Context: an optimization exercise on an open-source flow, tuned for small area, a short achievable clock period and few clock cycles. The choices shown serve that exercise and are no tape-out recipe. At most, simulation tests tie the RTL to the original design; equivalence was not proved. Power is estimated from default activity; no workload was simulated.

## run a
==> flow/design.v <==
module tcpu_apply (
    input  wire        clk,
    input  wire        rst,           
    input  wire        start,         
    input  wire [31:0] plen,          
    input  wire [24:0] tlen,          
    output wire        busy,
    output reg         done,          
    output wire [3:0]  result,
    output wire [3:0]  sub,
    output wire [31:0] errinfo,
    output wire [1:0]  pst,
    output reg  [31:0] psc,
    output wire [31:0] applied,
    output wire        src_re,
    output wire [29:0] src_addr,      
    input  wire [31:0] src_rdata,     
    output wire        tgt_we,
    output wire [22:0] tgt_addr,      
    output wire [3:0]  tgt_be,
    output wire [31:0] tgt_wdata
);
    localparam [39:0] PATCH_MAGIC = 40'h5041544348;  
    localparam [23:0] EOF_MARK    = 24'h454F46;      
    localparam [2:0] S_IDLE  = 3'd0,
                     S_HDR   = 3'd1,    
                     S_REC   = 3'd2,    
                     S_RUN   = 3'd3,    
                     S_LIT   = 3'd4,    
                     S_RLE   = 3'd5,    
                     S_SKIP  = 3'd6;    
    localparam [1:0] OC_NONE = 2'd0,    
                     OC_OK   = 2'd1,    
                     OC_CORR = 2'd2,    
                     OC_WF   = 2'd3;    
    reg [2:0]  state;
    reg [1:0]  oc;
    reg [2:0]  subc;
    reg [29:0] apc;           
    reg [31:0] av;            
    reg        q0v;           
    reg [31:0] q0;
    reg [22:0] wa;            
    reg [1:0]  lstart;        
    reg [15:0] nrem;          
    reg        lastr;         
    reg [7:0]  fill;
    reg [3:0]  tmask;         
    reg [1:0]  rot;           
    reg        rwrap;         
    reg        we_r;
    reg [3:0]  be_r;
    reg [22:0] addr_r;
    reg [31:0] wdata_r;
    assign busy    = state != S_IDLE;
    assign result  = {1'b0, oc[1], 1'b0, oc[1] & oc[0]};
    assign sub     = {1'b0, subc};
    assign pst     = {oc == OC_CORR, oc == OC_OK};
    assign applied = {2'd0, apc};
    assign errinfo = (oc == OC_CORR) ? psc :
                     (oc == OC_WF)   ? {7'd0, wa, lstart} : {2'd0, apc};
    wire [31:0] hi    = rwrap ? q0 : src_rdata;
    wire [63:0] win   = {hi, q0} >> {rot, 3'b000};
    wire [7:0]  b0 = win[7:0], b1 = win[15:8], b2 = win[23:16],
                b3 = win[31:24], b4 = win[39:32];
    wire [23:0] f_off  = {b0, b1, b2};
    wire [15:0] f_size = {b3, b4};
    wire [15:0] f_run  = {b0, b1};
    wire        av_hi0  = ~|av[31:17];
    wire        av_hi2  = av_hi0 && ~|av[16:3];
    wire        av0     = av_hi2 && ~|av[2:0];
    wire        av_lt3  = av_hi2 && !av[2] && !(av[1] && av[0]);
    wire        av_lt5  = av_hi2 && !(av[2] && (av[1] || av[0]));
    wire        c6r     = av_hi0 && !av[16] && (av[15:0] < nrem);
    wire        skip   = state == S_SKIP;
    wire [3:0]  lane_ge = 4'b1111 << lstart;
    reg  [3:0]  lane_lt;      
    always @(*) begin
        case ({!lastr || nrem[2], nrem[1:0]})
            3'b000: lane_lt = 4'b0000;
            3'b001: lane_lt = 4'b0001 << lstart;
            3'b010: lane_lt = 4'b0011 << lstart;
            3'b011: lane_lt = 4'b0111 << lstart;
            default: lane_lt = 4'b1111;
        endcase
    end
    wire [3:0]  inrange = lane_ge & lane_lt;
    wire [3:0]  badl    = inrange & ~tmask;
    wire        wfail   = |badl;
    wire [1:0]  fail_lane = badl[0] ? 2'd0 : badl[1] ? 2'd1 : badl[2] ? 2'd2 : 2'd3;
    wire [2:0]  room  = skip ? 3'd4 : 3'd4 - {1'b0, lstart};
    wire        last  = lastr;
    wire [2:0]  k     = last ? nrem[2:0] : room;
    wire [3:0]  room4 = {1'b0, room} + 4'd4;
    wire        last_nx = (nrem[15:4] == 12'd0) && (nrem[3:0] <= room4);
    wire        lpop  = ({1'b0, psc[1:0]} + k) >= 3'd4;
    wire        lit_go = (state == S_LIT) && q0v && !c6r;
    wire        rle_go = (state == S_RLE);
    wire [22:0] wa_nx  = (state == S_REC) ? {1'b0, f_off[23:2]} : wa + 23'd1;
    wire [22:0] tw     = tlen[24:2];
    reg  [3:0]  tmask_nx;
    always @(*) begin
        if (wa_nx < tw)
            tmask_nx = 4'b1111;
        else if (wa_nx == tw)
            tmask_nx = (4'b0001 << tlen[1:0]) - 4'd1;
        else
            tmask_nx = 4'b0000;
    end
    reg [2:0] inc;
    always @(*) begin
        inc = 3'd0;
        case (state)
            S_HDR:  if (q0v && !av_lt5) inc = 3'd5;
            S_REC:  if (q0v && !av_lt3) inc = av_lt5 ? 3'd3 : 3'd5;
            S_RUN:  if (q0v && !av_lt3) inc = 3'd3;
            S_LIT:  if (q0v && !c6r) inc = k;
            S_SKIP: inc = k;
            default: inc = 3'd0;
        endcase
    end
    wire [1:0]  p5     = psc[1:0] + 2'd1;      
    wire [28:0] pinc   = psc[31:3] + 29'd1;
    wire [3:0]  plo    = {1'b0, psc[2:0]} + {1'b0, inc};
    wire [3:0]  p3lo   = {1'b0, psc[2:0]} + 4'd3;
    wire        eofx   = (state == S_REC) && q0v && !av_lt3 && (f_off == EOF_MARK);
    wire [3:0]  pnlo   = eofx ? p3lo : plo;
    wire [31:0] psc_nx = {pnlo[3] ? pinc : psc[31:3], pnlo[2:0]};
    wire [28:0] adec   = av[31:3] - 29'd1;
    reg [2:0] ainc;
    always @(*) begin
        ainc = 3'd0;
        case (state)
            S_HDR:  if (q0v) ainc = 3'd5;
            S_REC:  if (q0v) ainc = 3'd5;
            S_RUN:  if (q0v) ainc = 3'd3;
            S_LIT:  if (q0v) ainc = k;
            S_SKIP: ainc = k;
            default: ainc = 3'd0;
        endcase
    end
    wire [3:0]  alo    = {1'b0, av[2:0]} - {1'b0, ainc};
    wire [31:0] av_nx  = {alo[3] ? adec : av[31:3], alo[2:0]};
    reg [1:0] pop;
    always @(*) begin
        case (state)
            S_HDR:   pop = 2'd1;
            S_REC:   pop = (psc[1:0] == 2'd3) ? 2'd2 : 2'd1;
            S_RUN:   pop = (psc[1:0] != 2'd0) ? 2'd1 : 2'd0;
            S_LIT:   pop = lpop ? 2'd1 : 2'd0;
            default: pop = 2'd0;
        endcase
        if (!q0v) pop = 2'd0;
    end
    assign src_re    = !busy || !q0v || (pop != 2'd0);
    assign src_addr  = !busy ? 30'd0 :
                       {(q0v || psc[2]) ? pinc : psc[31:3], ~(q0v ^ psc[2])};
    wire [3:0]  be_c     = (lit_go || rle_go) ? (inrange & tmask) : 4'b0000;
    assign tgt_addr  = addr_r;
    assign tgt_be    = be_r;
    assign tgt_we    = we_r;
    assign tgt_wdata = wdata_r;
    always @(posedge clk) begin
        if (rst) begin
            we_r <= 1'b0;
            be_r <= 4'b0000;
        end else begin
            we_r <= |be_c;
            be_r <= be_c;
        end
        addr_r  <= wa;
        wdata_r <= rle_go ? {4{fill}} : win[31:0];
    end
    task finish;
        input [1:0] c;
        input [2:0] s;
        begin
            oc    <= c;
            subc  <= s;
            done  <= 1'b1;
            state <= S_IDLE;
        end
    endtask
    always @(posedge clk) begin
        if (rst) begin
            state <= S_IDLE;
            done  <= 1'b0;
            oc    <= OC_NONE;
            subc  <= 3'd0;
            psc   <= 32'd0;
            apc   <= 30'd0;
            q0v   <= 1'b0;
        end else begin
            done <= 1'b0;
            psc  <= psc_nx;
            av   <= av_nx;
            if (!(state == S_LIT && !q0v)) begin
                rot   <= plo[1:0];
                rwrap <= 1'b0;
            end
            if (busy) begin
                if (!q0v) begin
                    q0  <= src_rdata;
                    q0v <= 1'b1;
                end else if (pop == 2'd1) begin
                    q0  <= src_rdata;
                end else if (pop == 2'd2) begin
                    q0v <= 1'b0;
                end
            end
            case (state)
            S_IDLE: begin
                if (start) begin
                    psc    <= 32'd0;
                    av     <= plen;
                    apc    <= 30'd0;
                    q0v    <= 1'b0;
                    lstart <= 2'd0;
                    rot    <= 2'd0;
                    rwrap  <= 1'b0;
                    state  <= S_HDR;
                end
            end
            S_HDR: if (q0v) begin
                if (av_lt5)
                    finish(OC_CORR, 3'd1);
                else if ({b0, b1, b2, b3, b4} != PATCH_MAGIC)
                    finish(OC_CORR, 3'd2);
                else
                    state <= S_REC;
            end
            S_REC: if (q0v) begin
                wa     <= wa_nx;
                tmask  <= tmask_nx;
                lstart <= f_off[1:0];
                nrem   <= f_size;
                lastr  <= {14'd0, f_size} <= 16'd4 - {14'd0, f_off[1:0]};
                if (av0)
                    finish(OC_OK, 3'd1);
                else if (av_lt3)
                    finish(OC_CORR, 3'd3);
                else if (f_off == EOF_MARK)
                    finish(OC_OK, 3'd0);
                else if (av_lt5)
                    finish(OC_CORR, 3'd4);
                else if (f_size == 16'd0)
                    state <= S_RUN;
                else
                    state <= S_LIT;    
                if (f_size != 16'd0) begin
                    rot   <= p5 - f_off[1:0];
                    rwrap <= p5 < f_off[1:0];
                end
            end
            S_RUN: if (q0v) begin
                nrem <= f_run;
                lastr <= {14'd0, f_run} <= 16'd4 - {14'd0, lstart};
                fill <= b2;
                if (av_lt3)
                    finish(OC_CORR, 3'd5);
                else
                    state <= S_RLE;
            end
            S_LIT, S_RLE: if (state == S_LIT && c6r) begin
                finish(OC_CORR, 3'd6);
            end else if (state == S_RLE || q0v) begin
                nrem  <= nrem - {13'd0, k};
                lastr <= last_nx;
                if (wfail) begin
                    lstart <= fail_lane;
                    state  <= S_SKIP;
                    if (!(state == S_LIT && !last)) begin
                        nrem  <= 16'd0;
                        lastr <= 1'b1;
                    end
                end else begin
                    wa     <= wa_nx;
                    tmask  <= tmask_nx;
                    lstart <= 2'd0;
                    if (last) begin
                        apc   <= apc + 30'd1;
                        state <= S_REC;
                    end
                end
            end
            S_SKIP: begin
                nrem  <= nrem - {13'd0, k};
                lastr <= last_nx;
                if (last)
                    finish(OC_WF, 3'd0);
            end
            default: state <= S_IDLE;
            endcase
        end
    end
endmodule
==> flow/config.mk <==
export PLATFORM = sky130hd
export DESIGN_NAME = tcpu_apply
export DESIGN_NICKNAME = tcpu_apply
export VERILOG_FILES = /design/flow/design.v
export SDC_FILE = /design/flow/constraint.sdc
export NUM_CORES = 4
export LEC_CHECK = 0
export CAP_MARGIN = 20
export CORE_MARGIN = 2
export CORE_UTILIZATION = 40
export SETUP_SLACK_MARGIN = 3
export SLEW_MARGIN = 20
==> flow/constraint.sdc <==
create_clock -name core_clock -period 8.0 [get_ports {clk}]
set_input_delay 1.6000 -clock core_clock [delete_from_list [all_inputs] [get_ports {clk}]]
set_output_delay 1.6000 -clock core_clock [all_outputs]
set_load 0.01 [all_outputs]
run.sh (not shown) runs the stock make flow with config.mk's settings and CLKGATE_MAP_FILE= SYNTH_SCRIPT=/design/flow/synth_recipe.tcl, a recipe that flattens the netlist after the stock synthesis.
In summary, run a completed successfully, with a layout that passed the timing, DRC and antenna checks.
Testbench counts of run a, summed over its fixed seeds: cycles 37,175.
#### Input delta (run b over run a)
--- a/flow/design.v
+++ b/flow/design.v
@@ -47,8 +47,9 @@
     reg [7:0]  fill;
     reg [3:0]  tmask;         
     reg [1:0]  rot;           
     reg        rwrap;         
+    reg        c6r;           
     reg        we_r;
     reg [3:0]  be_r;
     reg [22:0] addr_r;
     reg [31:0] wdata_r;
@@ -66,13 +67,12 @@
     wire [23:0] f_off  = {b0, b1, b2};
     wire [15:0] f_size = {b3, b4};
     wire [15:0] f_run  = {b0, b1};
     wire        av_hi0  = ~|av[31:17];
-    wire        av_hi2  = av_hi0 && ~|av[16:3];
-    wire        av0     = av_hi2 && ~|av[2:0];
-    wire        av_lt3  = av_hi2 && !av[2] && !(av[1] && av[0]);
-    wire        av_lt5  = av_hi2 && !(av[2] && (av[1] || av[0]));
-    wire        c6r     = av_hi0 && !av[16] && (av[15:0] < nrem);
+    wire        av0     = av_hi0 && av[16:0] == 17'd0;
+    wire        av_lt3  = av_hi0 && av[16:0] < 17'd3;
+    wire        av_lt5  = av_hi0 && av[16:0] < 17'd5;
+    wire        av_ltsz = av_hi0 && (av[16:0] < {1'b0, f_size} + 17'd5);
     wire        skip   = state == S_SKIP;
     wire [3:0]  lane_ge = 4'b1111 << lstart;
     reg  [3:0]  lane_lt;      
     always @(*) begin
@@ -121,26 +121,15 @@
     end
     wire [1:0]  p5     = psc[1:0] + 2'd1;      
     wire [28:0] pinc   = psc[31:3] + 29'd1;
     wire [3:0]  plo    = {1'b0, psc[2:0]} + {1'b0, inc};
+    wire [31:0] psc_ad = {plo[3] ? pinc : psc[31:3], plo[2:0]};
     wire [3:0]  p3lo   = {1'b0, psc[2:0]} + 4'd3;
+    wire [31:0] psc_3  = {p3lo[3] ? pinc : psc[31:3], p3lo[2:0]};
     wire        eofx   = (state == S_REC) && q0v && !av_lt3 && (f_off == EOF_MARK);
-    wire [3:0]  pnlo   = eofx ? p3lo : plo;
-    wire [31:0] psc_nx = {pnlo[3] ? pinc : psc[31:3], pnlo[2:0]};
+    wire [31:0] psc_nx = eofx ? psc_3 : psc_ad;
     wire [28:0] adec   = av[31:3] - 29'd1;
-    reg [2:0] ainc;
-    always @(*) begin
-        ainc = 3'd0;
-        case (state)
-            S_HDR:  if (q0v) ainc = 3'd5;
-            S_REC:  if (q0v) ainc = 3'd5;
-            S_RUN:  if (q0v) ainc = 3'd3;
-            S_LIT:  if (q0v) ainc = k;
-            S_SKIP: ainc = k;
-            default: ainc = 3'd0;
-        endcase
-    end
-    wire [3:0]  alo    = {1'b0, av[2:0]} - {1'b0, ainc};
+    wire [3:0]  alo    = {1'b0, av[2:0]} - {1'b0, inc};
     wire [31:0] av_nx  = {alo[3] ? adec : av[31:3], alo[2:0]};
     reg [1:0] pop;
     always @(*) begin
         case (state)
@@ -246,8 +235,9 @@
                 else if (f_size == 16'd0)
                     state <= S_RUN;
                 else
                     state <= S_LIT;    
+                c6r <= av_ltsz;
                 if (f_size != 16'd0) begin
                     rot   <= p5 - f_off[1:0];
                     rwrap <= p5 < f_off[1:0];
                 end
@@ -255,12 +245,16 @@
             S_RUN: if (q0v) begin
                 nrem <= f_run;
                 lastr <= {14'd0, f_run} <= 16'd4 - {14'd0, lstart};
                 fill <= b2;
-                if (av_lt3)
+                if (av_lt3) begin
                     finish(OC_CORR, 3'd5);
-                else
+                end else if (f_run == 16'd0) begin
+                    apc   <= apc + 30'd1;
+                    state <= S_REC;
+                end else begin
                     state <= S_RLE;
+                end
             end
             S_LIT, S_RLE: if (state == S_LIT && c6r) begin
                 finish(OC_CORR, 3'd6);
             end else if (state == S_RLE || q0v) begin
### Flow results
Relative to run a, placed wire-length estimate after detailed placement increased by about 3.3% in run b. Run b against run a; mean routed wirelength per cell is up slightly. Run b: internal power consumption about 30% below run a. From run a to run b the numbers moved as follows: cell area after technology mapping has remained practically unchanged, count of clock tree sinks has increased.
For run b, only the layout was checked, not whether the RTL still works.

static timing again, ports no longer ideal:
In the flow no input, the clock included, has a driving cell. The finished layouts below were timed again as built, in two steps. Step 1 (the two cells are an assumption about what drives the block):
set clk [get_ports {clk}]
set_driving_cell -lib_cell sky130_fd_sc_hd__clkbuf_16 $clk
set_driving_cell -lib_cell sky130_fd_sc_hd__buf_2 [delete_from_list [all_inputs] $clk]
Step 2 moves the port delays by t, midway between the first and last clock arrival at a register: inputs arrive t later, outputs are due t later. That takes back most of the time a late clock gives input paths. Three values: no drivers, after step 1, after step 2; two values: the first two.
| run | t, ns | setup slack, ns | hold WS [ns] | clock arrival spread, ns |
|---|---|---|---|---|
| run a | 0.613 | 3.139 / 3.137 / 2.551 | 0.462 / 0.462 / 0.462 | 0.029 / 0.030 |
| run b | 0.642 | 2.977 / 3.009 / 2.367 | 0.474 / 0.474 / 0.474 | 0.032 / 0.032 |
After both steps every run listed still meets setup and hold. The setup slack of run b, which loses most, moves by +0.032 ns with the drivers and by -0.610 ns with both steps.
